Context: an optimization exercise on an open-source flow, tuned for small area, a short achievable clock period and few clock cycles. The choices shown serve that exercise and are no tape-out recipe.
In this exercise RTL edits were held to simulation tests only and were not proved equivalent to the original.
Power is estimated from default activity; no workload was simulated.

==> run.sh <==
#!/bin/bash
# synth_recipe.tcl (not shown) runs the flow's synth.tcl, then flattens the netlist and writes it again
# the make line also repeats each setting of config.mk as NAME=value (left out here)
make -C /OpenROAD-flow-scripts/flow DESIGN_CONFIG=/design/flow/config.mk WORK_HOME=/design/flow/orfs CLKGATE_MAP_FILE= SYNTH_SCRIPT=/design/flow/synth_recipe.tcl finish
==> config.mk <==
export PLATFORM = sky130hd
export DESIGN_NAME = tgm_traj
export DESIGN_NICKNAME = tgm_traj
export VERILOG_FILES = /design/flow/design.v
export SDC_FILE = /design/flow/constraint.sdc
export NUM_CORES = 4
export LEC_CHECK = 0
export CAP_MARGIN = 20
export CORE_MARGIN = 2
export CORE_UTILIZATION = 65
export PLACE_DENSITY = 0.75
export SETUP_SLACK_MARGIN = 5
export SLEW_MARGIN = 20
export TNS_END_PERCENT = 100
==> constraint.sdc <==
create_clock -name core_clock -period 8.0 [get_ports {clk}]
set_input_delay 1.6000 -clock core_clock [delete_from_list [all_inputs] [get_ports {clk}]]
set_output_delay 1.6000 -clock core_clock [all_outputs]
set_load 0.01 [all_outputs]
==> design.v <==
module tgm_add #(
    parameter W = 32
) (
    input  wire [W-1:0] a,
    input  wire [W-1:0] b,
    input  wire         ci,
    output wire [W-1:0] s,
    output wire         co
);
    localparam L = 6;     
    reg [W:0] g, p;
    integer l, k, m;
    always @(*) begin
        g = {a & b, ci};
        p = {a ^ b, 1'b0};
        for (l = 0; l < L; l = l + 1)
            for (k = W; k >= 0; k = k - 1)
                if (((k >> l) & 1) == 1) begin
                    m = ((k >> l) << l) - 1;
                    g[k] = g[k] | (p[k] & g[m]);
                    p[k] = p[k] & p[m];
                end
    end
    assign s  = a ^ b ^ g[W-1:0];
    assign co = g[W];
endmodule
module tgm_ge #(
    parameter W = 32
) (
    input  wire [W-1:0] a,
    input  wire [W-1:0] b,
    output wire         ge
);
    wire [W-1:0] s;
    tgm_add #(.W(W)) u_add (.a(a), .b(~b), .ci(1'b1), .s(s), .co(ge));
endmodule
module tgm_div (
    input  wire [15:0] rem,      
    input  wire [1:0]  bits,     
    input  wire [15:0] d,        
    input  wire [17:0] d3,       
    output wire [15:0] rem_n,
    output wire [1:0]  q
);
    wire [17:0] r4 = {rem, bits};
    wire [17:0] c1, c2, c3;
    wire        g1, g2, g3;
    tgm_add #(.W(18)) u_c1 (.a(r4), .b(~{2'b0, d}),       .ci(1'b1), .s(c1), .co(g1));
    tgm_add #(.W(18)) u_c2 (.a(r4), .b(~{1'b0, d, 1'b0}), .ci(1'b1), .s(c2), .co(g2));
    tgm_add #(.W(18)) u_c3 (.a(r4), .b(~d3),              .ci(1'b1), .s(c3), .co(g3));
    assign q     = g3 ? 2'd3 : g2 ? 2'd2 : g1 ? 2'd1 : 2'd0;
    assign rem_n = g3 ? c3[15:0] : g2 ? c2[15:0] : g1 ? c1[15:0] : r4[15:0];
endmodule
module tgm_traj (
    input  wire        clk,
    input  wire        rst,
    input  wire [31:0] period_us,
    input  wire        cmd_valid,
    output wire        cmd_ready,
    input  wire [2:0]  cmd_op,
    input  wire [15:0] cmd_start,
    input  wire [15:0] cmd_end,
    input  wire [31:0] cmd_duration,
    input  wire        cmd_shape,
    output reg         rsp_valid,
    output wire [15:0] rsp_duty,
    output wire        rsp_active,
    output reg         rsp_ok
);
    localparam MEMSZ = 13;
    localparam OP_TICK      = 3'd0;
    localparam OP_ENQ       = 3'd1;
    localparam OP_SET_DUTY  = 3'd2;
    localparam OP_START     = 3'd3;
    localparam OP_STOP      = 3'd4;
    localparam OP_STOP_OUT  = 3'd5;
    reg         rdy;
    reg         busy;
    assign cmd_ready = rdy;
    reg [15:0] duty_out;
    reg        auto_active;
    assign rsp_duty   = duty_out;
    assign rsp_active = auto_active;
    wire acc     = cmd_valid & rdy;
    wire c_tick  = acc & (cmd_op == OP_TICK);
    wire c_enq   = acc & (cmd_op == OP_ENQ);
    reg [31:0] per;
    always @(posedge clk) per <= period_us;
    reg        auto_en;
    reg        start_pend;
    reg        duty_pend;
    reg [15:0] duty_cmd;
    reg [3:0]  cnt;       
    reg        ld_pend;   
    reg [15:0] m_start [0:MEMSZ-1];
    reg [15:0] m_end   [0:MEMSZ-1];
    reg [31:0] m_dur   [0:MEMSZ-1];
    reg        m_shape [0:MEMSZ-1];
    reg [1:0]  m_cls   [0:MEMSZ-1];
    reg [MEMSZ-1:0] wsel;     
    reg [MEMSZ-1:0] rsel;     
    reg [3:0]  mcnt;
    wire mfull  = (mcnt == MEMSZ);
    wire mwe    = rdy & !mfull;           
    wire enq_ok = c_enq & (cnt != 4'd15);
    wire c_nz, c_n3, c_n6;
    tgm_ge #(.W(32)) u_cz (.a(cmd_duration),               .b(per), .ge(c_nz));
    tgm_ge #(.W(32)) u_c3 (.a({3'd0, cmd_duration[31:3]}), .b(per), .ge(c_n3));
    tgm_ge #(.W(32)) u_c6 (.a({6'd0, cmd_duration[31:6]}), .b(per), .ge(c_n6));
    wire [1:0] c_cls = !c_nz ? 2'd0 : !c_n3 ? 2'd1 : !c_n6 ? 2'd2 : 2'd3;
    integer mi;
    always @(posedge clk) begin
        for (mi = 0; mi < MEMSZ; mi = mi + 1)
            if (mwe && wsel[mi]) begin
                m_start[mi] <= cmd_start;
                m_end[mi]   <= cmd_end;
                m_dur[mi]   <= cmd_duration;
                m_shape[mi] <= cmd_shape;
                m_cls[mi]   <= c_cls;
            end
    end
    reg [15:0] h_start, h_end;
    reg [31:0] h_dur;
    reg        h_shape;
    reg [1:0]  h_cls;
    always @(*) begin
        h_start = 16'd0; h_end = 16'd0; h_dur = 32'd0; h_shape = 1'b0; h_cls = 2'd0;
        for (mi = 0; mi < MEMSZ; mi = mi + 1) begin
            h_start = h_start | ({16{rsel[mi]}} & m_start[mi]);
            h_end   = h_end   | ({16{rsel[mi]}} & m_end[mi]);
            h_dur   = h_dur   | ({32{rsel[mi]}} & m_dur[mi]);
            h_shape = h_shape | (rsel[mi] & m_shape[mi]);
            h_cls   = h_cls   | ({2{rsel[mi]}} & m_cls[mi]);
        end
    end
    reg        tv, td, tset;
    reg [15:0] ts_a;           
    reg [15:0] ts_b;           
    reg        ts_lin, ts_sign, ts_z;
    reg [3:0]  ts_msbA;        
    reg [31:0] tq, tr;
    reg [5:0]  tcnt;
    reg [4:0]  t_msb;          
    reg        t_seen;         
    reg        dv, dd;
    reg [15:0] d_vl;
    reg [31:0] d_T;
    reg        d_sign, d_z, d_one, d_two;
    reg [15:0] d_R, d_Q;
    reg [17:0] d_3T;
    reg [3:0]  dcnt;
    reg        rv;
    reg [15:0] r_vl, r_dq, r_dr;
    reg [31:0] r_T;
    reg        r_sign, r_z, r_one, r_two;
    wire d_last  = !dd & (dcnt == 4'd1);        
    wire d_leave = dv & (dd | d_last) & !rv;
    wire t_leave = tv & td & (!dv | d_leave);
    wire t_load  = (!tv | t_leave) & (mcnt != 4'd0);
    wire        ts_neg = ts_b < ts_a;
    wire [15:0] ts_A   = ts_neg ? ts_a - ts_b : ts_b - ts_a;
    function [3:0] msb16(input [15:0] x);
        integer i;
        begin
            msb16 = 4'd0;
            for (i = 0; i < 16; i = i + 1)
                if (x[i]) msb16 = i[3:0];
        end
    endfunction
    wire [32:0] t_rs   = {tr, tq[31]};
    wire [32:0] t_diff;
    wire        t_ge;
    tgm_add #(.W(33)) u_tsub (.a(t_rs), .b(~{1'b0, per}), .ci(1'b1), .s(t_diff), .co(t_ge));
    always @(posedge clk) begin
        if (rst) begin
            tv <= 1'b0;
        end else if (t_load) begin
            tv <= 1'b1;
            ts_a <= (h_cls == 2'd0 || !h_shape) ? h_end : h_start;
            ts_b <= h_end;
            ts_lin <= h_shape;
            ts_z <= (h_cls == 2'd0);
            tset <= 1'b1;
            td <= (h_cls == 2'd0);
            t_seen <= 1'b0;
            t_msb <= 5'd0;
            case (h_cls)
            2'd0: begin
                tq <= 32'd0;
            end
            2'd1: begin
                tr <= {3'd0, h_dur[31:3]};
                tq <= {h_dur[2:0], 29'd0};
                tcnt <= 6'd3;
            end
            2'd2: begin
                tr <= {6'd0, h_dur[31:6]};
                tq <= {h_dur[5:0], 26'd0};
                tcnt <= 6'd6;
            end
            default: begin
                tr <= 32'd0;
                tq <= h_dur;
                tcnt <= 6'd32;
            end
            endcase
        end else if (t_leave) begin
            tv <= 1'b0;
        end else if (tv && !td) begin
            if (tset) begin
                tset <= 1'b0;
                ts_sign <= ts_neg;
                ts_b <= ts_A;
            end
            if (!tset) ts_msbA <= msb16(ts_b);
            tr <= t_ge ? t_diff[31:0] : t_rs[31:0];
            tq <= {tq[30:0], t_ge};
            tcnt <= tcnt - 6'd1;
            if (t_ge && !t_seen) begin
                t_seen <= 1'b1;
                t_msb <= tcnt[4:0] - 5'd1;
            end
            if (tcnt == 6'd1) td <= 1'b1;
        end
    end
    wire d_load = t_leave;
    wire d_small;                           
    tgm_ge #(.W(32)) u_small (.a({16'd0, ts_b}), .b(tq), .ge(d_small));
    wire [3:0] d_k    = ts_msbA - t_msb[3:0];
    wire [3:0] d_nd   = {1'b0, d_k[3:1]} + 4'd1;       
    wire [4:0] d_sh   = {d_nd, 1'b0};                  
    wire [31:0] d_As  = {ts_b, 16'd0} >> d_sh;
    wire [15:0] d_Rn;
    wire [1:0]  d_qd;
    tgm_div u_div (
        .rem(d_R), .bits(d_Q[15:14]), .d(d_T[15:0]), .d3(d_3T),
        .rem_n(d_Rn), .q(d_qd)
    );
    always @(posedge clk) begin
        if (rst) begin
            dv <= 1'b0;
        end else if (d_load) begin
            dv <= 1'b1;
            d_vl <= ts_a;
            d_T <= tq;
            d_z <= ts_z;
            d_one <= (tq == 32'd1);
            d_two <= (tq == 32'd2);
            if (!ts_lin || ts_z) begin
                dd <= 1'b1;
                d_sign <= 1'b0;
                d_Q <= 16'd0;
                d_R <= 16'd0;
            end else if (!d_small) begin
                dd <= 1'b1;
                d_sign <= ts_sign;
                d_Q <= 16'd0;
                d_R <= ts_b;
            end else begin
                dd <= 1'b0;
                d_sign <= ts_sign;
                d_R <= d_As[31:16];
                d_Q <= d_As[15:0];
                d_3T <= {2'b0, tq[15:0]} + {1'b0, tq[15:0], 1'b0};
                dcnt <= d_nd;
            end
        end else if (d_leave) begin
            dv <= 1'b0;
        end else if (dv && !dd) begin
            d_R <= d_Rn;
            d_Q <= {d_Q[13:0], d_qd};
            dcnt <= dcnt - 4'd1;
            if (dcnt == 4'd1) dd <= 1'b1;
        end
    end
    wire r_take;
    always @(posedge clk) begin
        if (rst) begin
            rv <= 1'b0;
        end else if (d_leave) begin
            rv <= 1'b1;
            r_vl <= d_vl;
            r_T <= d_T;
            r_dq <= dd ? d_Q : {d_Q[13:0], d_qd};
            r_dr <= dd ? d_R : d_Rn;
            r_sign <= d_sign;
            r_z <= d_z;
            r_one <= d_one;
            r_two <= d_two;
        end else if (r_take) begin
            rv <= 1'b0;
        end
    end
    wire [15:0] r_X   = r_sign ? ~r_dq : r_dq;
    wire [32:0] r_TmD;                      
    wire [33:0] r_K1;                       
    wire [15:0] r_v1;                       
    wire        r_c0, r_c1, r_c2;
    tgm_add #(.W(33)) u_rtmd (.a({1'b0, r_T}), .b(~{17'd0, r_dr}), .ci(1'b1), .s(r_TmD), .co(r_c0));
    tgm_add #(.W(34)) u_rk1  (.a({2'b0, r_T}), .b(~{17'd0, r_dr, 1'b0}), .ci(1'b1), .s(r_K1), .co(r_c1));
    tgm_add #(.W(16)) u_rv1  (.a(r_vl), .b(r_X), .ci(r_sign), .s(r_v1), .co(r_c2));
    wire [31:0] r_Tm1;
    wire        r_c3, r_w1;
    tgm_add #(.W(32)) u_rtm1 (.a(r_T), .b(32'hffffffff), .ci(1'b0), .s(r_Tm1), .co(r_c3));
    tgm_ge  #(.W(33)) u_rw1  (.a({r_dr, 1'b0}), .b({1'b0, r_T}), .ge(r_w1));   
    reg [15:0] a_v;       
    reg [31:0] a_n;       
    reg        a_n0, a_n1;
    reg [31:0] a_r;       
    reg [32:0] a_TmD;     
    reg [33:0] a_K1;      
    reg [15:0] a_dr;
    reg [15:0] a_X;       
    reg        a_sign;
    reg        a_w;       
    wire [31:0] adv_ra, adv_rb;
    wire [15:0] adv_v0, adv_v1;
    wire [33:0] adv_c1, adv_c2;
    wire        adv_ra_co, adv_rb_co, adv_ge1, adv_ge2;
    tgm_add #(.W(32)) u_ra (.a(a_r), .b({16'd0, a_dr}),   .ci(1'b0), .s(adv_ra), .co(adv_ra_co));
    tgm_add #(.W(32)) u_rb (.a(a_r), .b(~a_TmD[31:0]),    .ci(1'b1), .s(adv_rb), .co(adv_rb_co));
    wire        adv_v0_co, adv_v1_co;
    tgm_add #(.W(16)) u_v0 (.a(a_v), .b(a_X), .ci(1'b0), .s(adv_v0), .co(adv_v0_co));
    tgm_add #(.W(16)) u_v1 (.a(a_v), .b(a_X), .ci(1'b1), .s(adv_v1), .co(adv_v1_co));
    wire [15:0] adv_v = (a_w ^ a_sign) ? adv_v1 : adv_v0;
    tgm_add #(.W(34)) u_g1 (.a({2'b0, a_r}), .b(~a_K1),           .ci(1'b1), .s(adv_c1), .co(adv_ge1));
    tgm_add #(.W(34)) u_g2 (.a({2'b0, a_r}), .b(~{a_TmD, 1'b0}),  .ci(1'b1), .s(adv_c2), .co(adv_ge2));
    wire adv_r1  = !adv_c1[33];              
    wire [31:0] adv_n;
    wire        adv_n_co;
    tgm_add #(.W(32)) u_n (.a(a_n), .b(32'hffffffff), .ci(1'b0), .s(adv_n), .co(adv_n_co));
    wire [31:0] adv_r = a_w ? adv_rb : adv_ra;
    wire        adv_w = a_w ? adv_ge2 : adv_r1;
    wire tick_eval = busy | c_tick;
    wire cnt0 = (cnt == 4'd0);
    wire cnt1 = (cnt == 4'd1);
    wire br_off   = !auto_en;
    wire br_start = auto_en & start_pend;
    wire br_adv   = auto_en & !start_pend & auto_active;
    wire br_man   = auto_en & !start_pend & !auto_active;
    wire want_pop = (br_start & !cnt0) | (br_adv & !ld_pend & a_n0 & !cnt0);
    wire use_rld  = br_adv & ld_pend;       
    wire t_wait   = (want_pop & (!rv | ld_pend)) | (use_rld & !rv);
    wire pa_new   = tick_eval & want_pop & rv & !ld_pend;   
    wire pa_ld    = tick_eval & use_rld & rv;               
    wire pa       = pa_new | pa_ld;
    wire na       = tick_eval & br_adv & !ld_pend & !a_n0;  
    wire rest0    = pa_ld ? cnt0 : cnt1;                    
    wire partial  = pa & r_z & !rest0;
    wire t_done   = tick_eval & !t_wait & !partial;
    wire chain     = na & a_n1;
    wire chain_ld  = chain & !cnt0 & rv;
    wire chain_def = chain & !cnt0 & !rv;
    wire pa_chain  = pa & !r_z & r_one & !rest0;
    wire ldp_fill  = ld_pend & rv;
    assign r_take  = ldp_fill | pa | chain_ld;
    wire a_load  = (ldp_fill & !pa_ld) | (pa & r_z) | chain_ld;
    wire a_first = pa & !r_z;
    wire a_adv   = na & !chain_ld;
    wire [15:0] man_d = duty_pend ? duty_cmd : duty_out;
    reg  [15:0] t_d;
    reg         t_act;
    always @(*) begin
        if (br_off) begin
            t_d = man_d; t_act = 1'b0;
        end else if (br_start && cnt0) begin
            t_d = man_d; t_act = 1'b0;
        end else if (want_pop | use_rld) begin
            if (r_z) begin
                t_d = r_vl; t_act = 1'b0;        
            end else begin
                t_d = r_v1; t_act = !(r_one & rest0);
            end
        end else if (br_adv) begin
            if (a_n0) begin
                t_d = a_v; t_act = 1'b0;         
            end else begin
                t_d = adv_v; t_act = !(a_n1 & cnt0);
            end
        end else begin
            t_d = man_d; t_act = 1'b0;
        end
    end
    wire t_man = br_off | (br_start & cnt0) | br_man;
    wire [3:0] cnt_dec = {3'd0, pa_new | chain_ld | chain_def} + {3'd0, pa_chain};
    wire [3:0] cnt_n   = cnt + {3'd0, enq_ok} - cnt_dec;
    wire [3:0] mcnt_n  = mcnt + {3'd0, enq_ok} - {3'd0, t_load};
    wire       busy_n  = tick_eval & !t_done;
    wire       mfull_n = !t_load & ((mcnt == MEMSZ) | ((mcnt == MEMSZ - 1) & enq_ok));
    wire       cfull_n = ((cnt == 4'd15) & (cnt_dec == 4'd0)) | ((cnt == 4'd14) & enq_ok);
    always @(posedge clk) begin
        if (rst) begin
            rdy         <= 1'b1;
            busy        <= 1'b0;
            cnt         <= 4'd0;
            mcnt        <= 4'd0;
            wsel        <= {{(MEMSZ-1){1'b0}}, 1'b1};
            rsel        <= {{(MEMSZ-1){1'b0}}, 1'b1};
            ld_pend     <= 1'b0;
            auto_en     <= 1'b0;
            start_pend  <= 1'b0;
            duty_pend   <= 1'b0;
            auto_active <= 1'b0;
            duty_cmd    <= 16'd0;
            duty_out    <= 16'd0;
            rsp_valid   <= 1'b0;
            rsp_ok      <= 1'b0;
        end else begin
            busy <= busy_n;
            rdy  <= !busy_n & !(mfull_n & !cfull_n);
            cnt  <= cnt_n;
            mcnt <= mcnt_n;
            if (enq_ok) wsel <= {wsel[MEMSZ-2:0], wsel[MEMSZ-1]};
            if (t_load) rsel <= {rsel[MEMSZ-2:0], rsel[MEMSZ-1]};
            if (pa_chain | chain_def) ld_pend <= 1'b1;
            else if (ldp_fill) ld_pend <= 1'b0;
            if (acc) begin
                case (cmd_op)
                OP_SET_DUTY: begin
                    duty_cmd  <= cmd_start;
                    duty_pend <= 1'b1;
                end
                OP_START: begin
                    auto_en    <= 1'b1;
                    start_pend <= 1'b1;
                end
                OP_STOP: begin
                    auto_en <= 1'b0;
                end
                OP_STOP_OUT: begin
                    auto_en   <= 1'b0;
                    duty_cmd  <= 16'd0;
                    duty_pend <= 1'b1;
                end
                default: ;
                endcase
            end
            if (tick_eval & !t_wait) begin
                start_pend <= 1'b0;
                if (partial) begin
                    auto_active <= 1'b1;
                end else begin
                    auto_active <= t_act;
                    duty_out    <= t_d;
                    if (t_man) duty_pend <= 1'b0;
                end
            end
            rsp_valid <= (acc & !c_tick) | t_done;
            rsp_ok    <= t_done | !(c_enq & (cnt == 4'd15));
        end
    end
    always @(posedge clk) begin
        if (a_load) begin
            a_v    <= r_vl;
            a_n    <= r_T;
            a_n0   <= r_z;
            a_n1   <= r_one;
            a_r    <= 32'd0;
            a_w    <= 1'b0;
            a_TmD  <= r_TmD;
            a_K1   <= r_K1;
            a_dr   <= r_dr;
            a_X    <= r_X;
            a_sign <= r_sign;
        end else if (a_first) begin
            a_v    <= r_v1;
            a_n    <= r_Tm1;
            a_n0   <= r_one;
            a_n1   <= r_two;
            a_r    <= {16'd0, r_dr};
            a_w    <= r_w1;
            a_TmD  <= r_TmD;
            a_K1   <= r_K1;
            a_dr   <= r_dr;
            a_X    <= r_X;
            a_sign <= r_sign;
        end else if (a_adv) begin
            a_v    <= adv_v;
            a_n    <= adv_n;
            a_n0   <= a_n1;
            a_n1   <= (a_n == 32'd2);
            a_r    <= adv_r;
            a_w    <= adv_w;
        end
    end
endmodule
==> impl_metrics.prom, run 1 <==
# TYPE chip_impl_metric gauge
chip_impl_metric{name="dpl.cell_count",unit=""} 7178
chip_impl_metric{name="final_net_count",unit=""} 6866
chip_impl_metric{name="area_growth_syn_to_layout",unit="%"} 21.6
chip_impl_info{name="critPathLaunch",value="cmd_op[0]"} 1
chip_impl_metric{name="grt_max_degree",unit=""} 98
chip_impl_metric{name="starting_utilization_of_the_core_area",unit=""} 0.657
chip_impl_metric{name="globalRouteTotalUtil",unit=""} 0.366
chip_impl_info{name="path_delay_family",value="buffers and inverters"} 1
chip_impl_metric{name="synth_largest_type_area_fraction",unit=""} 0.556
chip_impl_info{name="sequence_of_cells_on_the_critical_path",value="buf_8 > nor3_4 > buf_4 > buf_6 > a21oi_4 > nor4b_4 > buf_4 > buf_6 > o21ai_4 > and2_4 > buf_6 > buf_12 > a22oi_2 > o41ai_2"} 1
chip_impl_metric{name="route.antenna.remaining_nets",unit=""} 0
chip_impl_metric{name="io_pins",unit=""} 123
chip_impl_info{name="launch_point_of_the_worst_hold_path",value="d_sign"} 1
chip_impl_metric{name="required",unit="ns"} 8.50
chip_impl_info{name="critical_path_class",value="primary input to flop"} 1
chip_impl_info{name="clock_tree_from_tritoncts",value="yes"} 1
chip_impl_metric{name="place.port_buffers",unit=""} 122
chip_impl_metric{name="die_area",unit="mm^2"} 0.113
chip_impl_metric{name="critical_path.n_buffers_inverters",unit=""} 7
chip_impl_metric{name="clock.fmax",unit="MHz"} 285
chip_impl_metric{name="synth-seq-cells",unit=""} 1470
chip_impl_metric{name="detail_route.wirelength",unit="mm"} 225
chip_impl_metric{name="synth_area",unit="mm^2"} 0.0717
chip_impl_metric{name="ir_drop",unit="mV"} 0.253
chip_impl_metric{name="final-instance-count-excl-fill",unit=""} 7859
chip_impl_metric{name="vias",unit=""} 54200
chip_impl_metric{name="cap_violations",unit=""} 0
chip_impl_metric{name="design.core.area",unit="mm^2"} 0.109
chip_impl_metric{name="grt_pass1_vias",unit=""} 51200
chip_impl_metric{name="num_rows",unit=""} 121
chip_impl_metric{name="finalCriticalPeriod",unit="ns"} 3.51
chip_impl_metric{name="max_slew_margin",unit=""} 0.247
chip_impl_metric{name="max_root_sink_buffers",unit=""} 3
chip_impl_metric{name="layout-drive-gt1-share",unit=""} 0.209
chip_impl_info{name="most_common_cell_in_the_netlist",value="sky130_fd_sc_hd__edfxtp_1"} 1
chip_impl_metric{name="cts_htree_levels",unit=""} 4
chip_impl_metric{name="grt_first_pass_wirelength",unit="mm"} 310
chip_impl_info{name="rsz0062_at_grt",value="true"} 1
chip_impl_metric{name="hold_viol",unit=""} 0
chip_impl_metric{name="die_y",unit="um"} 336
chip_impl_metric{name="synth.yosys.warnings",unit=""} 12
chip_impl_metric{name="dr.first_iter.drc_count",unit=""} 7236
chip_impl_metric{name="stdcell_area",unit="mm^2"} 0.0872
chip_impl_info{name="synth_area_leader_cell",value="sky130_fd_sc_hd__edfxtp_1"} 1
chip_impl_metric{name="post_synth_inst_count",unit=""} 5778
chip_impl_metric{name="final_critical_path_setup_slack",unit="ns"} 4.49
chip_impl_metric{name="antenna_violations_before_repair",unit=""} 7
chip_impl_info{name="cts.root.buffer_cell",value="sky130_fd_sc_hd__clkbuf_16"} 1
chip_impl_metric{name="cts_inserted_buffers",unit=""} 149
chip_impl_info{name="crit_path_start_kind",value="primary input"} 1
chip_impl_metric{name="setup_viol",unit=""} 0
chip_impl_metric{name="mappedNetlistNets",unit=""} 6387
chip_impl_info{name="cpMaxStageDelayCell",value="sky130_fd_sc_hd__a22oi_2"} 1
chip_impl_metric{name="detail_route.vias_per_cell",unit=""} 6.89
chip_impl_metric{name="post-place-ws",unit="ns"} 2.40
chip_impl_metric{name="power_density",unit="mW/mm^2"} 307
chip_impl_info{name="status",value="timing/DRC/antenna clean"} 1
chip_impl_metric{name="syn_avg_cell_area",unit="um^2"} 12.4
chip_impl_metric{name="detailedPlacementHpwl",unit="mm"} 123
chip_impl_metric{name="portion_of_the_post_synthesis_area_used_by_sequential_elements",unit=""} 0.595
chip_impl_metric{name="timing.final.max_slew_violations",unit=""} 0
chip_impl_metric{name="cts.clk_slew.worst_paths",unit="ns"} 0.06
chip_impl_metric{name="globalplace.congestion",unit=""} 0.978
chip_impl_info{name="synthTopCellsByArea",value="sky130_fd_sc_hd__edfxtp_1 56%, sky130_fd_sc_hd__ha_1 8.1%, sky130_fd_sc_hd__dfxtp_1 4.0%, sky130_fd_sc_hd__a22oi_1 3.6%, sky130_fd_sc_hd__a21oi_1 2.3%"} 1
chip_impl_metric{name="dpl-instance-area",unit="mm^2"} 0.0747
chip_impl_metric{name="longest_individual_stage_delay_on_the_worst_path",unit="ns"} 0.34
chip_impl_metric{name="clk-insertion-delay-late",unit="ns"} 0.79
chip_impl_metric{name="first_pass_iters",unit=""} 9
chip_impl_metric{name="crit_path_max_fanout",unit=""} 6
chip_impl_metric{name="post_cts_hold_buffer_count",unit=""} 0
chip_impl_metric{name="leakage",unit="nW"} 32.3
chip_impl_info{name="synth_top_cells_by_count",value="1327 x sky130_fd_sc_hd__edfxtp_1, 463 x sky130_fd_sc_hd__ha_1, 347 x sky130_fd_sc_hd__a22oi_1, 344 x sky130_fd_sc_hd__nor2_1, 335 x sky130_fd_sc_hd__inv_1"} 1
chip_impl_info{name="crit_path_frequent_cell",value="sky130_fd_sc_hd__buf_6"} 1
chip_impl_metric{name="clock_skew",unit="ns"} 0.0546
chip_impl_info{name="predominant_post_synthesis_flop_cell",value="sky130_fd_sc_hd__edfxtp_1"} 1
chip_impl_metric{name="setup-tns-final",unit="ns"} 0
chip_impl_metric{name="drc",unit=""} 0
chip_impl_metric{name="arrival",unit="ns"} 4.00
chip_impl_metric{name="total_global_routing_overflow",unit=""} 0
chip_impl_metric{name="worst-slew-pin-transition",unit="ns"} 1.13
chip_impl_metric{name="final_min_period_over_clock_period",unit=""} 0.438
chip_impl_metric{name="die_x",unit="um"} 336
chip_impl_info{name="min_path_type",value="flop to flop"} 1
chip_impl_metric{name="asyncSetResetFlopFracSynth",unit=""} 0
chip_impl_metric{name="clkSinkCount",unit=""} 1470
chip_impl_metric{name="post_drt_wl_per_cell",unit="um"} 28.7
chip_impl_metric{name="fin_worst_hold_slack",unit="ns"} 0.388
chip_impl_info{name="regToRegStartpoint",value="r_sign"} 1
chip_impl_metric{name="synth-edff-count",unit=""} 1327
chip_impl_metric{name="yosys.cell_types.count",unit=""} 99
chip_impl_info{name="setup.worst_path.end_class",value="flop"} 1
==> sequential cells by signal, summed over array words and instances (netlist names), 33 cells and up <==
signal,flops
m_dur,416
m_end,208
m_start,208
a_K1,33
a_TmD,33
==> cell usage in the layout, fill, tap and decap left out, types with 43 or more instances in the layout <==
master / Yosys / final
sky130_fd_sc_hd__nor2b_1: 51 / 43
sky130_fd_sc_hd__mux2i_1: 82 / 71
sky130_fd_sc_hd__nand2b_1: 60 / 58
sky130_fd_sc_hd__o21a_1: 49 / 46
sky130_fd_sc_hd__a22oi_1: 347 / 343
sky130_fd_sc_hd__o21ai_0: 208 / 139
sky130_fd_sc_hd__a21o_1: 114 / 111
sky130_fd_sc_hd__a222oi_1: 75 / 75
sky130_fd_sc_hd__a21oi_1: 331 / 269
sky130_fd_sc_hd__inv_1: 335 / 304
sky130_fd_sc_hd__nand2_1: 307 / 288
sky130_fd_sc_hd__xnor2_1: 111 / 104
sky130_fd_sc_hd__clkdlybuf4s50_1: 0 / 65
sky130_fd_sc_hd__nand3_1: 207 / 196
sky130_fd_sc_hd__dfxtp_1: 143 / 109
sky130_fd_sc_hd__ha_1: 463 / 390
sky130_fd_sc_hd__buf_4: 3 / 296
sky130_fd_sc_hd__a21oi_2: 0 / 47
sky130_fd_sc_hd__nor2_1: 344 / 308
sky130_fd_sc_hd__xor2_1: 104 / 94
sky130_fd_sc_hd__nor3_1: 113 / 89
sky130_fd_sc_hd__clkbuf_16: 0 / 169
sky130_fd_sc_hd__o21ai_1: 50 / 73
sky130_fd_sc_hd__ha_4: 0 / 63
sky130_fd_sc_hd__nand4_1: 44 / 44
sky130_fd_sc_hd__edfxtp_1: 1327 / 1327
sky130_fd_sc_hd__buf_6: 0 / 73
==> timing repair <==
action | CTS | global route
cloned | 24 | 38
buffers inserted | 168 | 174
pin swaps | 127 | 244
endpoints found under the setup margin | 604 | 452
resized for setup | 680 | 478
==> worst register-to-register path: stages, from the launching register on <==
cell and delay (ns):
sky130_fd_sc_hd__edfxtp_1 0.42, sky130_fd_sc_hd__buf_12 0.19, sky130_fd_sc_hd__buf_8 0.15, sky130_fd_sc_hd__buf_4 0.18, sky130_fd_sc_hd__xor2_1 0.21, sky130_fd_sc_hd__ha_1 0.39
sky130_fd_sc_hd__nand3_1 0.14, sky130_fd_sc_hd__o21ai_2 0.22, sky130_fd_sc_hd__nand4_1 0.19, sky130_fd_sc_hd__buf_4 0.19, sky130_fd_sc_hd__a31oi_4 0.21, sky130_fd_sc_hd__xnor2_4 0.13
sky130_fd_sc_hd__or4_4 0.51, sky130_fd_sc_hd__a31oi_1 0.22
==> worst paths after layout <==
check | slack [ns] | to | depth (start not counted)
max | 4.49 | a_v[0] | 14
min reg2reg | 0.39 | r_sign | 0
max reg2reg | 4.58 | duty_out[15] | 13
min | 0.39 | r_sign | 0
==> area by class of cell <==
class                      instances  area [um^2]
antenna                            4         10.0
clock buffer                     200         4020
clock inverter                    73          704
fill                            6084        21900
inverter                         339         1330
multi-input combinational       3733        30600
sequential                      1470        42800
tap                             1476         1850
timing repair buffer             560         5940
timing repair inverter             4         35.0
==> kinds of logic after synthesis <==
family          share of synthesized area
compound gates                      0.150
xor+xnor                           0.0267
fa+ha+maj                          0.0928
buf+inv                            0.0318
flops                               0.595
mux                                0.0166
simple gates                       0.0867
==> report_power, final <==
group	switching, mW	leakage, nW	total, mW	internal [mW]
Combinational	5.78	16.7	10.1	4.30
Sequential	0.622	13.3	9.94	9.31
Clock	3.02	2.28	6.73	3.71
Total	9.42	32.3	26.8	17.3
==> metrics by stage <==
stage | power [mW] | util
after detailed placement | 17.1 | 0.684
after global routing | 27.7 | 0.799
after floorplan | 14.9 | -
after global placement | 16.9 | 0.684
final | 26.8 | 0.799
after CTS | 25.1 | 0.760
==> routing by layer <==
metal  part of all wire  global-route usage  vias to the layer above
met2               0.46               0.584                     3838
li1                   -                   -                    23200
met1               0.35               0.480                    26100
met5            0.00010                   0                        -
met4              0.071               0.190                        4
met3               0.12              0.0731                     1009
Testbench counts, summed over its fixed seeds: cycles 20,653.
==> run 2: changes to the inputs <==
--- a/design.v
+++ b/design.v
@@ -149,11 +149,12 @@
     reg [15:0] d_R, d_Q;
     reg [17:0] d_3T;
     reg [3:0]  dcnt;
+    reg        d_l1;      
     reg        rv;
     reg [15:0] r_vl, r_dq, r_dr;
     reg [31:0] r_T;
     reg        r_sign, r_z, r_one, r_two;
-    wire d_last  = !dd & (dcnt == 4'd1);        
+    wire d_last  = !dd & d_l1;                  
     wire d_leave = dv & (dd | d_last) & !rv;
     wire t_leave = tv & td & (!dv | d_leave);
     wire t_load  = (!tv | t_leave) & (mcnt != 4'd0);
@@ -263,6 +264,7 @@
                 d_Q <= d_As[15:0];
                 d_3T <= {2'b0, tq[15:0]} + {1'b0, tq[15:0], 1'b0};
                 dcnt <= d_nd;
+                d_l1 <= (d_nd == 4'd1);
             end
         end else if (d_leave) begin
             dv <= 1'b0;
@@ -270,7 +272,8 @@
             d_R <= d_Rn;
             d_Q <= {d_Q[13:0], d_qd};
             dcnt <= dcnt - 4'd1;
-            if (dcnt == 4'd1) dd <= 1'b1;
+            d_l1 <= (dcnt == 4'd2);
+            if (d_l1) dd <= 1'b1;
         end
     end
     wire r_take;
@@ -299,12 +302,11 @@
     tgm_add #(.W(33)) u_rtmd (.a({1'b0, r_T}), .b(~{17'd0, r_dr}), .ci(1'b1), .s(r_TmD), .co(r_c0));
     tgm_add #(.W(34)) u_rk1  (.a({2'b0, r_T}), .b(~{17'd0, r_dr, 1'b0}), .ci(1'b1), .s(r_K1), .co(r_c1));
     tgm_add #(.W(16)) u_rv1  (.a(r_vl), .b(r_X), .ci(r_sign), .s(r_v1), .co(r_c2));
-    wire [31:0] r_Tm1;
-    wire        r_c3, r_w1;
-    tgm_add #(.W(32)) u_rtm1 (.a(r_T), .b(32'hffffffff), .ci(1'b0), .s(r_Tm1), .co(r_c3));
+    wire        r_w1;
     tgm_ge  #(.W(33)) u_rw1  (.a({r_dr, 1'b0}), .b({1'b0, r_T}), .ge(r_w1));   
     reg [15:0] a_v;       
     reg [31:0] a_n;       
+    reg        a_sub;     
     reg        a_n0, a_n1;
     reg [31:0] a_r;       
     reg [32:0] a_TmD;     
@@ -313,24 +315,16 @@
     reg [15:0] a_X;       
     reg        a_sign;
     reg        a_w;       
-    wire [31:0] adv_ra, adv_rb;
-    wire [15:0] adv_v0, adv_v1;
-    wire [33:0] adv_c1, adv_c2;
-    wire        adv_ra_co, adv_rb_co, adv_ge1, adv_ge2;
-    tgm_add #(.W(32)) u_ra (.a(a_r), .b({16'd0, a_dr}),   .ci(1'b0), .s(adv_ra), .co(adv_ra_co));
-    tgm_add #(.W(32)) u_rb (.a(a_r), .b(~a_TmD[31:0]),    .ci(1'b1), .s(adv_rb), .co(adv_rb_co));
-    wire        adv_v0_co, adv_v1_co;
-    tgm_add #(.W(16)) u_v0 (.a(a_v), .b(a_X), .ci(1'b0), .s(adv_v0), .co(adv_v0_co));
-    tgm_add #(.W(16)) u_v1 (.a(a_v), .b(a_X), .ci(1'b1), .s(adv_v1), .co(adv_v1_co));
-    wire [15:0] adv_v = (a_w ^ a_sign) ? adv_v1 : adv_v0;
-    tgm_add #(.W(34)) u_g1 (.a({2'b0, a_r}), .b(~a_K1),           .ci(1'b1), .s(adv_c1), .co(adv_ge1));
-    tgm_add #(.W(34)) u_g2 (.a({2'b0, a_r}), .b(~{a_TmD, 1'b0}),  .ci(1'b1), .s(adv_c2), .co(adv_ge2));
-    wire adv_r1  = !adv_c1[33];              
+    wire [31:0] adv_r;
+    wire [15:0] adv_v;
+    wire [33:0] adv_c;
     wire [31:0] adv_n;
-    wire        adv_n_co;
-    tgm_add #(.W(32)) u_n (.a(a_n), .b(32'hffffffff), .ci(1'b0), .s(adv_n), .co(adv_n_co));
-    wire [31:0] adv_r = a_w ? adv_rb : adv_ra;
-    wire        adv_w = a_w ? adv_ge2 : adv_r1;
+    wire        adv_r_co, adv_v_co, adv_c_co, adv_n_co;
+    tgm_add #(.W(32)) u_r (.a(a_r), .b(a_w ? ~a_TmD[31:0] : {16'd0, a_dr}), .ci(a_w), .s(adv_r), .co(adv_r_co));
+    tgm_add #(.W(16)) u_v (.a(a_v), .b(a_X), .ci(a_w ^ a_sign), .s(adv_v), .co(adv_v_co));
+    tgm_add #(.W(34)) u_c (.a({2'b0, a_r}), .b(~(a_w ? {a_TmD, 1'b0} : a_K1)), .ci(1'b1), .s(adv_c), .co(adv_c_co));
+    wire        adv_w = !adv_c[33];          
+    tgm_add #(.W(32)) u_n (.a(a_n), .b({30'h3fffffff, !a_sub, a_sub}), .ci(1'b1), .s(adv_n), .co(adv_n_co));
     wire tick_eval = busy | c_tick;
     wire cnt0 = (cnt == 4'd0);
     wire cnt1 = (cnt == 4'd1);
@@ -382,12 +376,15 @@
         end
     end
     wire t_man = br_off | (br_start & cnt0) | br_man;
-    wire [3:0] cnt_dec = {3'd0, pa_new | chain_ld | chain_def} + {3'd0, pa_chain};
-    wire [3:0] cnt_n   = cnt + {3'd0, enq_ok} - cnt_dec;
+    wire       dec1    = pa_new | chain_ld | chain_def;
+    wire [3:0] cnt_p1  = cnt + 4'd1;
+    wire [3:0] cnt_m1  = cnt - 4'd1;
+    wire [3:0] cnt_m2  = cnt - 4'd2;
+    wire [3:0] cnt_n   = enq_ok ? cnt_p1 : (dec1 & pa_chain) ? cnt_m2 : (dec1 | pa_chain) ? cnt_m1 : cnt;
     wire [3:0] mcnt_n  = mcnt + {3'd0, enq_ok} - {3'd0, t_load};
     wire       busy_n  = tick_eval & !t_done;
     wire       mfull_n = !t_load & ((mcnt == MEMSZ) | ((mcnt == MEMSZ - 1) & enq_ok));
-    wire       cfull_n = ((cnt == 4'd15) & (cnt_dec == 4'd0)) | ((cnt == 4'd14) & enq_ok);
+    wire       cfull_n = ((cnt == 4'd15) & !dec1 & !pa_chain) | ((cnt == 4'd14) & enq_ok);
     always @(posedge clk) begin
         if (rst) begin
             rdy         <= 1'b1;
@@ -453,6 +450,7 @@
         if (a_load) begin
             a_v    <= r_vl;
             a_n    <= r_T;
+            a_sub  <= 1'b0;
             a_n0   <= r_z;
             a_n1   <= r_one;
             a_r    <= 32'd0;
@@ -464,7 +462,8 @@
             a_sign <= r_sign;
         end else if (a_first) begin
             a_v    <= r_v1;
-            a_n    <= r_Tm1;
+            a_n    <= r_T;
+            a_sub  <= 1'b1;
             a_n0   <= r_one;
             a_n1   <= r_two;
             a_r    <= {16'd0, r_dr};
@@ -477,8 +476,9 @@
         end else if (a_adv) begin
             a_v    <= adv_v;
             a_n    <= adv_n;
+            a_sub  <= 1'b0;
             a_n0   <= a_n1;
-            a_n1   <= (a_n == 32'd2);
+            a_n1   <= a_sub ? (a_n == 32'd3) : (a_n == 32'd2);
             a_r    <= adv_r;
             a_w    <= adv_w;
         end
==> run 2 against run 1 <==
Sequential power decreased by 1%. Synthesized area shrank 3.4%. Sequential cell count increased by 2. Largest cell class unchanged. Largest power group is now sequential cells. Highest routed layer unchanged.
==> impl_metrics.prom, run 2 <==
# TYPE chip_impl_metric gauge
chip_impl_metric{name="fin_worst_hold_slack",unit="ns"} 0.414
chip_impl_info{name="setup.worst_path.end_class",value="flop"} 1
chip_impl_metric{name="clk-insertion-delay-late",unit="ns"} 0.79
chip_impl_metric{name="grt_first_pass_wirelength",unit="mm"} 300
chip_impl_metric{name="drc",unit=""} 0
chip_impl_metric{name="grt_pass1_vias",unit=""} 49100
chip_impl_metric{name="synth.yosys.warnings",unit=""} 12
chip_impl_metric{name="leakage",unit="nW"} 30.7
chip_impl_metric{name="cts_inserted_buffers",unit=""} 148
chip_impl_metric{name="clkSinkCount",unit=""} 1472
chip_impl_metric{name="post_drt_wl_per_cell",unit="um"} 28.4
chip_impl_metric{name="num_rows",unit=""} 119
chip_impl_info{name="most_common_cell_in_the_netlist",value="sky130_fd_sc_hd__edfxtp_1"} 1
chip_impl_metric{name="dr.first_iter.drc_count",unit=""} 6986
chip_impl_metric{name="cts.clk_slew.worst_paths",unit="ns"} 0.06
chip_impl_metric{name="detailedPlacementHpwl",unit="mm"} 116
chip_impl_metric{name="asyncSetResetFlopFracSynth",unit=""} 0
chip_impl_metric{name="longest_individual_stage_delay_on_the_worst_path",unit="ns"} 0.46
chip_impl_metric{name="post_synth_inst_count",unit=""} 5414
chip_impl_info{name="leading_cell_types_in_the_layout_fill_and_taps_excluded",value="1328 x sky130_fd_sc_hd__edfxtp_1, 349 x sky130_fd_sc_hd__a22oi_1, 339 x sky130_fd_sc_hd__ha_1"} 1
chip_impl_metric{name="worst-slew-pin-transition",unit="ns"} 1.10
chip_impl_metric{name="cts_htree_levels",unit=""} 4
chip_impl_metric{name="die_y",unit="um"} 330
chip_impl_metric{name="die_area",unit="mm^2"} 0.109
chip_impl_metric{name="timing.final.max_slew_violations",unit=""} 0
chip_impl_metric{name="final_min_period_over_clock_period",unit=""} 0.433
chip_impl_metric{name="cap_violations",unit=""} 0
chip_impl_metric{name="synth_area",unit="mm^2"} 0.0693
chip_impl_metric{name="dpl-instance-area",unit="mm^2"} 0.0724
chip_impl_metric{name="globalplace.congestion",unit=""} 0.943
chip_impl_metric{name="grt_max_degree",unit=""} 82
chip_impl_metric{name="synth-edff-count",unit=""} 1328
chip_impl_metric{name="mappedNetlistNets",unit=""} 5963
chip_impl_info{name="r2r-end",value="duty_out[8]"} 1
chip_impl_metric{name="area_growth_syn_to_layout",unit="%"} 21.7
chip_impl_metric{name="ir_drop",unit="mV"} 0.266
chip_impl_metric{name="yosys.cell_types.count",unit=""} 95
chip_impl_info{name="synth_top_cells_by_count",value="1328 x sky130_fd_sc_hd__edfxtp_1, 408 x sky130_fd_sc_hd__ha_1, 355 x sky130_fd_sc_hd__a22oi_1, 343 x sky130_fd_sc_hd__nor2_1, 310 x sky130_fd_sc_hd__a21oi_1"} 1
chip_impl_info{name="rsz0062_at_grt",value="true"} 1
chip_impl_metric{name="detail_route.vias_per_cell",unit=""} 6.86
chip_impl_metric{name="crit_path_max_fanout",unit=""} 4
chip_impl_metric{name="critical_path.n_buffers_inverters",unit=""} 4
chip_impl_info{name="cts.root.buffer_cell",value="sky130_fd_sc_hd__clkbuf_16"} 1
chip_impl_metric{name="hold_path_depth",unit=""} 0
chip_impl_metric{name="max_root_sink_buffers",unit=""} 3
chip_impl_metric{name="post_cts_hold_buffer_count",unit=""} 0
chip_impl_metric{name="setup_viol",unit=""} 0
chip_impl_info{name="path_delay_family",value="compound AO/OA/AOI/OAI gates"} 1
chip_impl_metric{name="globalRouteTotalUtil",unit=""} 0.369
chip_impl_metric{name="antenna_violations_before_repair",unit=""} 2
chip_impl_metric{name="max_slew_margin",unit=""} 0.264
chip_impl_metric{name="place.port_buffers",unit=""} 122
chip_impl_metric{name="arrival",unit="ns"} 4.11
chip_impl_metric{name="largest_register_ffs",unit=""} 416
chip_impl_info{name="crit_path_start_kind",value="flop"} 1
chip_impl_info{name="regToRegStartpoint",value="r_sign"} 1
chip_impl_info{name="synthTopCellsByArea",value="sky130_fd_sc_hd__edfxtp_1 58%, sky130_fd_sc_hd__ha_1 7.4%, sky130_fd_sc_hd__dfxtp_1 4.2%, sky130_fd_sc_hd__a22oi_1 3.8%, sky130_fd_sc_hd__a21oi_1 2.2%"} 1
chip_impl_metric{name="route.antenna.remaining_nets",unit=""} 0
chip_impl_metric{name="hold_viol",unit=""} 0
chip_impl_metric{name="vias",unit=""} 50800
chip_impl_info{name="critical_path_class",value="flop to flop"} 1
chip_impl_metric{name="power_density",unit="mW/mm^2"} 308
chip_impl_metric{name="finalCriticalPeriod",unit="ns"} 3.47
chip_impl_metric{name="portion_of_the_post_synthesis_area_used_by_sequential_elements",unit=""} 0.617
chip_impl_metric{name="worst-r2r-cell-count",unit=""} 17
chip_impl_metric{name="total_global_routing_overflow",unit=""} 0
chip_impl_metric{name="clock.fmax",unit="MHz"} 289
chip_impl_metric{name="layout-drive-gt1-share",unit=""} 0.214
chip_impl_metric{name="regToRegSetupSlack",unit="ns"} 4.53
chip_impl_info{name="cpMaxStageDelayCell",value="sky130_fd_sc_hd__edfxtp_1"} 1
chip_impl_metric{name="syn_avg_cell_area",unit="um^2"} 12.8
chip_impl_info{name="clock_tree_from_tritoncts",value="yes"} 1
chip_impl_metric{name="required",unit="ns"} 8.65
chip_impl_metric{name="setup-tns-final",unit="ns"} 0
chip_impl_metric{name="design.core.area",unit="mm^2"} 0.106
chip_impl_info{name="status",value="timing/DRC/antenna clean"} 1
chip_impl_metric{name="detail_route.wirelength",unit="mm"} 210
chip_impl_info{name="mostFrequentLayoutCell",value="sky130_fd_sc_hd__edfxtp_1"} 1
chip_impl_metric{name="io_pins",unit=""} 123
chip_impl_info{name="sequence_of_cells_on_the_critical_path",value="buf_6 > buf_16 > buf_8 > buf_6 > mux2_4 > a221oi_4 > nand2b_1 > a21oi_2 > o21bai_1 > a21o_1 > fa_2 > xor2_1 > mux2_2 > a221oi_2 > nor2_1 > a21oi_1 > nor2_1"} 1
chip_impl_info{name="top_register",value="m_dur"} 1
chip_impl_info{name="min_path_type",value="flop to flop"} 1
chip_impl_info{name="predominant_post_synthesis_flop_cell",value="sky130_fd_sc_hd__edfxtp_1"} 1
chip_impl_metric{name="die_x",unit="um"} 330
chip_impl_metric{name="starting_utilization_of_the_core_area",unit=""} 0.656
chip_impl_metric{name="synth_largest_type_area_fraction",unit=""} 0.576
chip_impl_metric{name="synth-seq-cells",unit=""} 1472
chip_impl_info{name="worst_hold_path.endpoint",value="r_T[19]"} 1
chip_impl_info{name="reg_top3",value="m_dur (416), m_end (208), m_start (208)"} 1
chip_impl_info{name="synth_area_leader_cell",value="sky130_fd_sc_hd__edfxtp_1"} 1
chip_impl_metric{name="stdcell_area",unit="mm^2"} 0.0843
chip_impl_info{name="launch_point_of_the_worst_hold_path",value="d_T[19]"} 1
chip_impl_metric{name="clock_skew",unit="ns"} 0.0445
chip_impl_metric{name="first_pass_iters",unit=""} 9
chip_impl_metric{name="final_net_count",unit=""} 6438
[run 2: cells by family (layout without fill, tap and decap cells)]
| family | Yosys count | count (layout) | synth area share |
|---|---|---|---|
| compound gates | 1455 | 1457 | 0.144 |
| buf+inv | 519 | 1107 | 0.0286 |
| mux | 115 | 115 | 0.0171 |
| simple gates | 1190 | 1196 | 0.0807 |
| xor+xnor | 217 | 217 | 0.0274 |
| fa+ha+maj | 446 | 446 | 0.0847 |
| flops | 1472 | 1472 | 0.617 |
| other cells | 0 | 3 | 0 |
[run 2: how the worst max path moves through the flow]
stage	start	end	slack (ns)	cells past startpoint
after floorplan	rst	r_T[0]	3.66	2
after global placement	cmd_op[2]	a_n[28]	1.98	12
after detailed placement	cmd_op[2]	a_n[28]	1.82	12
after CTS	r_sign	duty_out[8]	4.59	16
after global routing	a_sign	a_v[14]	4.42	13
final	r_sign	duty_out[8]	4.53	17
[run 2: report_power, final]
part           internal [mW]  total, mW  switching (mW)
registers               9.26       9.81           0.551
clock network           3.89       6.91            3.02
logic                   3.82       9.25            5.43
[run 2: routing by layer]
metal | routed length, um | vias up | track usage
met5 | 13 | - | 0
met3 | 22500 | 793 | 0.0677
met4 | 12500 | 2 | 0.176
met2 | 99700 | 3370 | 0.599
met1 | 75300 | 24900 | 0.487
li1 | - | 21800 | -
[run 2: what timing repair did]
item,in CTS,in global routing
pin swaps,218,155
gates cloned,28,6
endpoints found under the setup margin,716,465
gates resized for setup,762,346
buffers inserted,256,99
[run 2: layout make-up]
cell class | count | area, um^2
Sequential cell | 1472 | 42800
Multi-Input combinational cell | 3431 | 28100
Fill cell | 5803 | 21300
Timing Repair Buffer | 558 | 5640
Clock buffer | 190 | 3950
Tap cell | 1391 | 1740
Inverter | 273 | 1080
Clock inverter | 81 | 860
Timing Repair inverter | 5 | 43.8
Antenna cell | 3 | 7.51
[run 2: stage by stage]
stage | setup WS, ns | power [mW] | util | cells
after floorplan | 3.66 | 14.5 | - | 5414
after global placement | 1.98 | 16.4 | 0.686 | 6741
after detailed placement | 1.82 | 16.5 | 0.686 | 6741
after CTS | 4.59 | 24.7 | 0.778 | 7296
after global routing | 4.42 | 26.8 | 0.799 | 7401
final | 4.53 | 26.0 | 0.799 | 7404
Testbench counts of run 2, summed over its fixed seeds: cycles 20,653.
==> run 3: changes to the inputs <==
--- a/config.mk
+++ b/config.mk
@@ -8,6 +8,8 @@
 export CAP_MARGIN = 20
 export CORE_MARGIN = 2
 export CORE_UTILIZATION = 65
+export CTS_CLUSTER_DIAMETER = 60
+export CTS_CLUSTER_SIZE = 24
 export PLACE_DENSITY = 0.75
 export SETUP_SLACK_MARGIN = 5
 export SLEW_MARGIN = 20
==> run 3 against run 2 <==
First-iteration DRC count grew 2.1%. Combinational power increased by 0.6%. Fmax is 1.6% lower. Synthesized area is the same. Clock skew increased by 0.0034 ns. Total power down 4.0%. Sequential share of layout area is 0.37 points higher. Largest cell class unchanged.
==> impl_metrics.prom, run 3 <==
# TYPE chip_impl_metric gauge
chip_impl_info{name="status",value="timing/DRC/antenna clean"} 1
chip_impl_metric{name="p_total",unit="mW"} 24.9
chip_impl_metric{name="num_rows",unit=""} 119
chip_impl_metric{name="dr.first_iter.drc_count",unit=""} 7131
chip_impl_metric{name="route.met3.wl",unit="mm"} 23.2
chip_impl_metric{name="cap_violations",unit=""} 0
chip_impl_metric{name="post_synth_inst_count",unit=""} 5414
chip_impl_metric{name="grt_max_degree",unit=""} 72
chip_impl_info{name="path_delay_family",value="compound AO/OA/AOI/OAI gates"} 1
chip_impl_metric{name="setup_viol",unit=""} 0
chip_impl_metric{name="synth_area",unit="mm^2"} 0.0693
chip_impl_metric{name="route.antenna.remaining_nets",unit=""} 0
chip_impl_metric{name="grt_first_pass_wirelength",unit="mm"} 296
chip_impl_metric{name="area_growth_syn_to_layout",unit="%"} 20.8
chip_impl_metric{name="globalRouteTotalUtil",unit=""} 0.363
chip_impl_metric{name="leakage",unit="nW"} 30.4
chip_impl_metric{name="drc",unit=""} 0
chip_impl_metric{name="power_density",unit="mW/mm^2"} 298
chip_impl_metric{name="met2WireLength",unit="mm"} 98.7
chip_impl_metric{name="arrival",unit="ns"} 4.13
chip_impl_info{name="synthTopCellsByArea",value="sky130_fd_sc_hd__edfxtp_1 58%, sky130_fd_sc_hd__ha_1 7.4%, sky130_fd_sc_hd__dfxtp_1 4.2%, sky130_fd_sc_hd__a22oi_1 3.8%, sky130_fd_sc_hd__a21oi_1 2.2%"} 1
chip_impl_info{name="topRoutingLayerUsed",value="met5"} 1
chip_impl_metric{name="detail_route.wirelength",unit="mm"} 210
chip_impl_metric{name="die_y",unit="um"} 330
chip_impl_metric{name="first_pass_iters",unit=""} 6
chip_impl_metric{name="synth-edff-count",unit=""} 1328
chip_impl_metric{name="final_min_period_over_clock_period",unit=""} 0.440
chip_impl_metric{name="total_global_routing_overflow",unit=""} 0
chip_impl_metric{name="max_root_sink_buffers",unit=""} 3
chip_impl_metric{name="place.port_buffers",unit=""} 122
chip_impl_metric{name="vias",unit=""} 50500
chip_impl_metric{name="worst-slew-pin-transition",unit="ns"} 1.06
chip_impl_metric{name="ir_drop",unit="mV"} 0.229
chip_impl_metric{name="layout-drive-gt1-share",unit=""} 0.214
chip_impl_info{name="sequence_of_cells_on_the_critical_path",value="buf_12 > buf_4 > xor2_4 > ha_4 > or3_4 > a21oi_4 > a2111oi_4 > o31a_1 > buf_4 > o21ai_1 > nand2b_1 > xor2_2 > a221oi_2 > o41ai_1"} 1
chip_impl_metric{name="mappedNetlistNets",unit=""} 5963
chip_impl_metric{name="io_pins",unit=""} 123
chip_impl_metric{name="portion_of_the_post_synthesis_area_used_by_sequential_elements",unit=""} 0.617
chip_impl_metric{name="num_antenna_cells",unit=""} 0
chip_impl_info{name="most_common_cell_in_the_netlist",value="sky130_fd_sc_hd__edfxtp_1"} 1
chip_impl_metric{name="largest_register_ffs",unit=""} 416
chip_impl_metric{name="design.core.area",unit="mm^2"} 0.106
chip_impl_metric{name="asyncSetResetFlopFracSynth",unit=""} 0
chip_impl_info{name="cpMaxStageDelayCell",value="sky130_fd_sc_hd__edfxtp_1"} 1
chip_impl_metric{name="clock_skew",unit="ns"} 0.0479
chip_impl_info{name="synth_top_cells_by_count",value="1328 x sky130_fd_sc_hd__edfxtp_1, 408 x sky130_fd_sc_hd__ha_1, 355 x sky130_fd_sc_hd__a22oi_1, 343 x sky130_fd_sc_hd__nor2_1, 310 x sky130_fd_sc_hd__a21oi_1"} 1
chip_impl_metric{name="grt_pass1_vias",unit=""} 48200
chip_impl_metric{name="antenna_violations_before_repair",unit=""} 4
chip_impl_metric{name="post_cts_hold_buffer_count",unit=""} 0
chip_impl_metric{name="synth-seq-cells",unit=""} 1472
chip_impl_info{name="setup.worst_path.end_class",value="flop"} 1
chip_impl_info{name="clock_tree_from_tritoncts",value="yes"} 1
chip_impl_metric{name="syn_avg_cell_area",unit="um^2"} 12.8
chip_impl_info{name="cts.root.buffer_cell",value="sky130_fd_sc_hd__clkbuf_16"} 1
chip_impl_metric{name="longest_individual_stage_delay_on_the_worst_path",unit="ns"} 0.46
chip_impl_info{name="top_register",value="m_dur"} 1
chip_impl_metric{name="synth.yosys.warnings",unit=""} 12
chip_impl_metric{name="clk-insertion-delay-late",unit="ns"} 0.76
chip_impl_metric{name="num-fill-cells",unit=""} 5870
chip_impl_metric{name="yosys.cell_types.count",unit=""} 95
chip_impl_metric{name="detail_route.vias_per_cell",unit=""} 6.87
chip_impl_info{name="predominant_post_synthesis_flop_cell",value="sky130_fd_sc_hd__edfxtp_1"} 1
chip_impl_metric{name="setup-tns-final",unit="ns"} 0
chip_impl_metric{name="cts_inserted_buffers",unit=""} 103
chip_impl_info{name="leading_cell_types_in_the_layout_fill_and_taps_excluded",value="1328 x sky130_fd_sc_hd__edfxtp_1, 349 x sky130_fd_sc_hd__a22oi_1, 340 x sky130_fd_sc_hd__ha_1"} 1
chip_impl_info{name="mostFrequentLayoutCell",value="sky130_fd_sc_hd__edfxtp_1"} 1
chip_impl_metric{name="cts_htree_levels",unit=""} 3
chip_impl_metric{name="final_net_count",unit=""} 6411
chip_impl_metric{name="detailedPlacementHpwl",unit="mm"} 116
chip_impl_metric{name="clock.fmax",unit="MHz"} 284
chip_impl_info{name="critical_path_class",value="flop to flop"} 1
chip_impl_metric{name="crit_path_max_fanout",unit=""} 5
chip_impl_metric{name="met1_length",unit="mm"} 74.7
chip_impl_metric{name="required",unit="ns"} 8.61
chip_impl_info{name="reg_top3",value="m_dur (416), m_end (208), m_start (208)"} 1
chip_impl_metric{name="critical_path.n_buffers_inverters",unit=""} 3
chip_impl_metric{name="cts.clk_slew.worst_paths",unit="ns"} 0.08
chip_impl_info{name="crit_path_frequent_cell",value="sky130_fd_sc_hd__buf_4"} 1
chip_impl_info{name="min_path_type",value="flop to flop"} 1
chip_impl_metric{name="timing.final.max_slew_violations",unit=""} 0
chip_impl_metric{name="synth_largest_type_area_fraction",unit=""} 0.576
chip_impl_metric{name="finalCriticalPeriod",unit="ns"} 3.52
chip_impl_metric{name="die_x",unit="um"} 330
chip_impl_metric{name="clkSinkCount",unit=""} 1472
chip_impl_info{name="rsz0062_at_grt",value="true"} 1
chip_impl_info{name="crit_path_start_kind",value="flop"} 1
chip_impl_info{name="synth_area_leader_cell",value="sky130_fd_sc_hd__edfxtp_1"} 1
chip_impl_metric{name="max_slew_margin",unit=""} 0.287
chip_impl_metric{name="starting_utilization_of_the_core_area",unit=""} 0.656
chip_impl_metric{name="post_drt_wl_per_cell",unit="um"} 28.6
chip_impl_metric{name="hold_viol",unit=""} 0
chip_impl_metric{name="die_area",unit="mm^2"} 0.109
chip_impl_metric{name="globalplace.congestion",unit=""} 0.943
==> run 3: path summary, 6_finish.rpt <==
| kind | startpoint | end | slack, ns | cells past startpoint |
|---|---|---|---|---|
| setup reg to reg | r_sign | duty_out[14] | 4.48 | 14 |
| setup / recovery | r_sign | duty_out[14] | 4.48 | 14 |
| hold / removal | d_T[21] | r_T[21] | 0.41 | 0 |
| hold reg to reg | d_T[21] | r_T[21] | 0.41 | 0 |
==> run 3: final cells by class <==
| class | count | area (um^2) | area share |
|---|---|---|---|
| multi-input cells | 3428 | 28200 | 0.337 |
| repair inverters | 4 | 51.3 | 0.000613 |
| flip-flops and latches | 1472 | 42800 | 0.512 |
| well taps | 1391 | 1740 | 0.0208 |
| clock inverters | 79 | 1070 | 0.0128 |
| inverters | 273 | 1080 | 0.0129 |
| clock buffers | 114 | 2680 | 0.0320 |
| repair buffers | 580 | 6040 | 0.0721 |
==> run 3: cell families (layout without fill, tap and decap cells) <==
kind of cell               after synthesis  count (layout)  synth area share
AOI/OAI and AO/OA                     1455            1457             0.144
and+or+nand+nor                       1190            1193            0.0807
buffers and inverters                  519            1050            0.0286
adders and majority gates              446             446            0.0847
DFF                                   1472            1472             0.617
xor gates and xnor gates               217             217            0.0274
muxes                                  115             115            0.0171
==> run 3: repair_timing <==
item	4_1_cts	5_1_grt
setup endpoints to repair	716	529
buffers inserted	242	128
gates resized for setup	754	337
pin swaps	201	173
cloned	26	10
==> run 3: where the power goes <==
group          switching, mW  internal (mW)  total (mW)  leakage [nW]
registers              0.556           9.25        9.80          13.3
clock network           2.98           2.83        5.81          1.80
logic                   5.43           3.88        9.31          15.3
total                   8.96           16.0        24.9          30.4
==> run 3: per-layer routing <==
| metal | track usage | vias to the layer above |
|---|---|---|
| met5 | 0 | - |
| met4 | 0.171 | 2 |
| met3 | 0.0710 | 814 |
| met2 | 0.589 | 3367 |
| met1 | 0.477 | 24600 |
| li1 | - | 21700 |
==> run 3: worst reg2reg max path, cell delays in order, from the launching register on <==
cell                        delay (ns)
sky130_fd_sc_hd__edfxtp_1         0.46
sky130_fd_sc_hd__buf_12           0.19
sky130_fd_sc_hd__buf_4            0.16
sky130_fd_sc_hd__xor2_4           0.22
sky130_fd_sc_hd__ha_4             0.25
sky130_fd_sc_hd__or3_4            0.42
sky130_fd_sc_hd__a21oi_4          0.22
sky130_fd_sc_hd__a2111oi_4        0.07
sky130_fd_sc_hd__o31a_1           0.33
sky130_fd_sc_hd__buf_4            0.18
sky130_fd_sc_hd__o21ai_1          0.18
sky130_fd_sc_hd__nand2b_1         0.14
sky130_fd_sc_hd__xor2_2           0.26
sky130_fd_sc_hd__a221oi_2         0.10
sky130_fd_sc_hd__o41ai_1          0.24
==> run 3: through the flow <==
| stage | util | hold slack, ns | instance area [um^2] | std cells | worst slack, ns |
|---|---|---|---|---|---|
| 2_1_floorplan | - | 0.400 | 70100 | 5414 | 3.66 |
| 3_3_place_gp | 0.686 | 0.402 | 72400 | 6741 | 1.98 |
| 3_5_place_dp | 0.686 | 0.405 | 72400 | 6741 | 1.82 |
| 4_1_cts | 0.768 | 0.408 | 81000 | 7202 | 4.57 |
| 5_1_grt | 0.793 | 0.423 | 83700 | 7341 | 4.39 |
| 6_report | 0.793 | 0.405 | 83700 | 7341 | 4.48 |

re-timing with driven ports:
Ports are ideal in the flow. The routed layouts listed here were re-timed in OpenROAD.
Step 1, drivers: a clkbuf_16 drives clk and a buf_2 each remaining input, both assumed.
Step 2 also shifts input and output timing later by t, the mid clock arrival at the registers, as if the neighbouring blocks saw the same clock.
Slacks: ideal / step 1 / step 2; pairs: ideal / step 1.
run | shift t [ns] | setup slack, ns | worst data-port slew with drivers (ns)
run 1 | 0.843 | 4.495 / 4.536 / 3.693 | 0.12
run 2 | 0.845 | 4.534 / 4.534 / 4.042 | 0.11
run 3 | 0.803 | 4.480 / 4.480 / 3.938 | 0.12
After both steps every run listed still meets setup and hold. For run 1, which loses most, drivers alone change the setup slack by +0.041 ns; drivers and shift together by -0.802 ns.
